Source: an optimization exercise on an open RTL-to-GDS flow (aim: small area, a short achievable clock period and few clock cycles). Production flows keep margins and buffers that such runs may drop. The RTL was checked by simulation tests, not by an equivalence proof against the original design. Power figures rest on the tool's default switching activity, not on a simulated workload.

==> flow/design.v (excerpt) <==
module cu_compensate (
    input  wire               clk,
    input  wire               rst,
    input  wire               start,
    input  wire        [15:0] cal_t1,      
    input  wire signed [15:0] cal_t2,
    input  wire signed [15:0] cal_t3,
    input  wire        [15:0] cal_p1,      
    input  wire signed [15:0] cal_p2,
    input  wire signed [15:0] cal_p3,
    input  wire signed [15:0] cal_p4,
    input  wire signed [15:0] cal_p5,
    input  wire signed [15:0] cal_p6,
    input  wire signed [15:0] cal_p7,
    input  wire signed [15:0] cal_p8,
    input  wire signed [15:0] cal_p9,
    input  wire        [19:0] adc_t,
    input  wire        [19:0] adc_p,
    output reg                done,
    output wire               err,         
    output wire        [31:0] temp,        
    output wire        [31:0] press_q8,    
    output wire        [24:0] press_pa     
);
Size: ~6500 cells after synthesis, roughly 490 flip-flops, ~330 I/O pins.
clock: 25.0 ns
lec_check: 0
cap_margin: 20
core_margin: 2
core_utilization: 40
slew_margin: 20
standard.sh (not shown) runs the stock make flow with config.mk's settings and CLKGATE_MAP_FILE= SYNTH_SCRIPT=/design/flow/synth_recipe.tcl, a recipe that flattens the netlist after the stock synthesis.
==> flow/flow/run.sh <==
#!/bin/bash
# Layout flow: the standard flow (standard.sh, standard synthesis unchanged) with two
# changes to how the layout is made: the port buffers are buf_1 cells instead of delay
# buffers, and the timing repair steps aim for 18.5 ns of setup slack at the design's period.
# make's full output goes to flow.log; each ORFS step keeps its own log under orfs/logs.
set -uo pipefail
bash standard.sh BUFFER_PORTS_ARGS="-buffer_cell sky130_fd_sc_hd__buf_1" \
  SETUP_SLACK_MARGIN=18.5 finish > flow.log 2>&1
The starting point went through all stages and came out clean.
Testbench counts at the start, summed over its fixed seeds: cycles 17,280.
Next try:
--- a/flow/design.v
+++ b/flow/design.v
@@ -114,17 +114,17 @@
     localparam [3:0] M_ZERO = 4'd0, M_CREG = 4'd1, M_CREG2 = 4'd2, M_ACC = 4'd3,
                      M_FIVE = 4'd4, M_SLO = 4'd5, M_VD = 4'd6, M_DD = 4'd7, M_VH = 4'd8;
     localparam [2:0] A_ZERO = 3'd0, A_ACC = 3'd1, A_DROP = 3'd2, A_TV1 = 3'd3, A_C1 = 3'd4,
                      A_N35 = 3'd5;
     localparam [2:0] B_ZERO = 3'd0, B_B3 = 3'd1, B_S20 = 3'd2, B_S17 = 3'd3,
                      B_N14 = 3'd5, B_ND = 3'd6, B_S14 = 3'd7;
     localparam [3:0] K_NONE = 4'd0, K_TD = 4'd2, K_TE = 4'd3, K_XSL = 4'd4,
                      K_ZS0 = 4'd5, K_NS0 = 4'd6, K_NS1 = 4'd7, K_MS0 = 4'd8, K_PE = 4'd9;
-    localparam [3:0] WB_NONE = 4'd0, WB_PE = 4'd1, WB_ACC = 4'd2, WB_SA2S = 4'd3, WB_PV1 = 4'd4,
+    localparam [3:0] WB_NONE = 4'd0, WB_ACC = 4'd2, WB_SA2S = 4'd3, WB_PV1 = 4'd4,
                      WB_TC = 4'd5, WB_V = 4'd6, WB_XL = 4'd7, WB_ZL = 4'd8, WB_NL = 4'd9,
                      WB_ML = 4'd10, WB_D = 4'd11, WB_DCK = 4'd12, WB_ACK = 4'd13, WB_PCL = 4'd14,
                      WB_VW = 4'd15;
     localparam [W-1:0] K0 = -((76'd1 << 25) + (76'd1 << 27) + (76'd1 << 29) + (76'd1 << 31) +
                               (76'd1 << 33) + (76'd1 << 35) + (76'd1 << 37) + (76'd1 << 39) +
                               (76'd1 << 41));
     localparam [44:0] CKB = (45'd1 << 43) + K0[44:0];
     localparam [W-1:0] KOFF0 = -(76'd1 << 44);
@@ -136,18 +136,16 @@
     reg  [24:0]  S;
     reg  [19:0]  CREG, BREG;
     reg  [W-1:0] ACC, V;
     reg  [41:0]  D;
     reg  [17:0]  TC;
     reg          b3, sgnZ, sgnN, errr, errp;
     reg          D_slow;      
     reg          WV;          
-    reg  [31:0]  OQ8;         
-    reg  [24:0]  OPA;
     wire sgnQ = sgnN ^ sgnZ;
     wire [3:0] ev;
     assign ev[0] = (V[W-1:17] == {(W-17){V[W-1]}});
     assign ev[1] = (V[W-1:34] == {(W-34){V[W-1]}});
     assign ev[2] = (V[W-1:51] == {(W-51){V[W-1]}});
     assign ev[3] = (V[W-1:68] == {(W-68){V[W-1]}});
     wire [3:0] ed;
     assign ed[0] = (D[41:17] == {25{D[41]}});
@@ -299,17 +297,17 @@
             S_PC: begin
                 n_msel = M_VD; n_vxor = 1'b1;
                 n_off = (j_n == 2'd0) ? 2'd0 : j_n - 2'd1;
                 n_asel = (j_n == 2'd0) ? A_C1 : (j_n == 2'd1) ? A_DROP : A_ACC;
                 n_bsel = (j_n == 2'd1) ? B_S14 : B_ZERO;
                 n_last = (j_n != 2'd0) && (WV ? (j_n == 2'd1) : evn);    
                 n_wb = n_last ? WB_PCL : WB_ACC;
             end
-            S_PE: begin n_asel = A_ACC; n_k = K_PE; n_wb = WB_PE; end
+            S_PE: begin n_asel = A_ACC; n_k = K_PE; n_wb = WB_ACC; end
             default: ;
         endcase
     end
     always @(posedge clk) begin
         c_mneg <= n_mneg; c_last <= n_last;
         c_off <= n_off; c_asel <= n_asel; c_bsel <= n_bsel; c_k <= n_k;
         if (rst) c_wb <= WB_NONE;
         else     c_wb <= n_wb;
@@ -522,18 +520,18 @@
                     if (D_slow && !pass2) S <= ph_hi;
                     else S <= {5'd0, ~CREG[15], {3{CREG[15]}}, CREG[15:0]};    
                 end
                 S_PEW: begin
                     errr <= errp | (V[W-1:42] != {(W-42){1'b0}});
                     done <= 1'b1;
                 end
                 S_DEGN: begin
-                    OQ8 <= 32'd0;
-                    OPA <= 25'd0;
+                    ACC <= {W{1'b0}};
+                    V <= {W{1'b0}};
                     errr <= 1'b0;
                     done <= 1'b1;
                 end
                 S_DNEG: begin
                     V <= {W{1'b1}};                       
                     S <= 25'd0;
                     D_slow <= 1'b0;
                     WV <= 1'b0;
@@ -576,20 +574,18 @@
                 WB_DCK: begin
                     D <= T[41:0];
                     ACC <= T;
                 end
                 WB_ACK:  ACC <= T;
                 WB_PCL: begin
                     ACC <= T;
                     V <= T;
-                    OQ8 <= T[41:10];
                 end
-                WB_PE:   OPA <= T[42:18];
                 default: ;
             endcase
         end
     end
     assign err      = errr;
     assign temp     = {{14{TC[17]}}, TC};
-    assign press_q8 = OQ8;
-    assign press_pa = OPA;
+    assign press_q8 = V[41:10];
+    assign press_pa = ACC[42:18];
 endmodule
- The changed run completed without violations
- utilization hardly moves
- wire length drops by 3.2%
- die area drops by 4.4%
- flip-flop and latch count drops by 57
- clock power drops by 15%
- worst setup slack gets better by 0.060 ns
Testbench counts after the change, summed over its fixed seeds: cycles 17,280.

## separate check: timing with driven ports
In the flow no input, the clock included, has a driving cell. The finished layouts below were timed again as built, in two steps. Step 1: set_driving_cell puts a clkbuf_16 on clk and a buf_2 on each other input, an assumption about the parent block. Step 2 also shifts input and output timing later by t, the mid clock arrival at the registers, as if the neighbouring blocks saw the same clock. Slacks: no drivers / after step 1 / after step 2; pairs: no drivers / after step 1.
| run | t, ns | setup slack, ns | hold WS [ns] | worst register clock-pin slew, ns |
|---|---|---|---|---|
| the first run | 0.784 | 18.407 / 18.407 / 17.793 | 0.479 / 0.479 / 0.479 | 0.07 / 0.07 |
| the second run | 0.756 | 18.468 / 18.403 / 17.837 | 0.464 / 0.464 / 0.464 | 0.07 / 0.07 |
After both steps setup and hold are still met in every run listed. For the second run, which loses most, drivers alone change the setup slack by -0.065 ns; drivers and shift together by -0.631 ns.
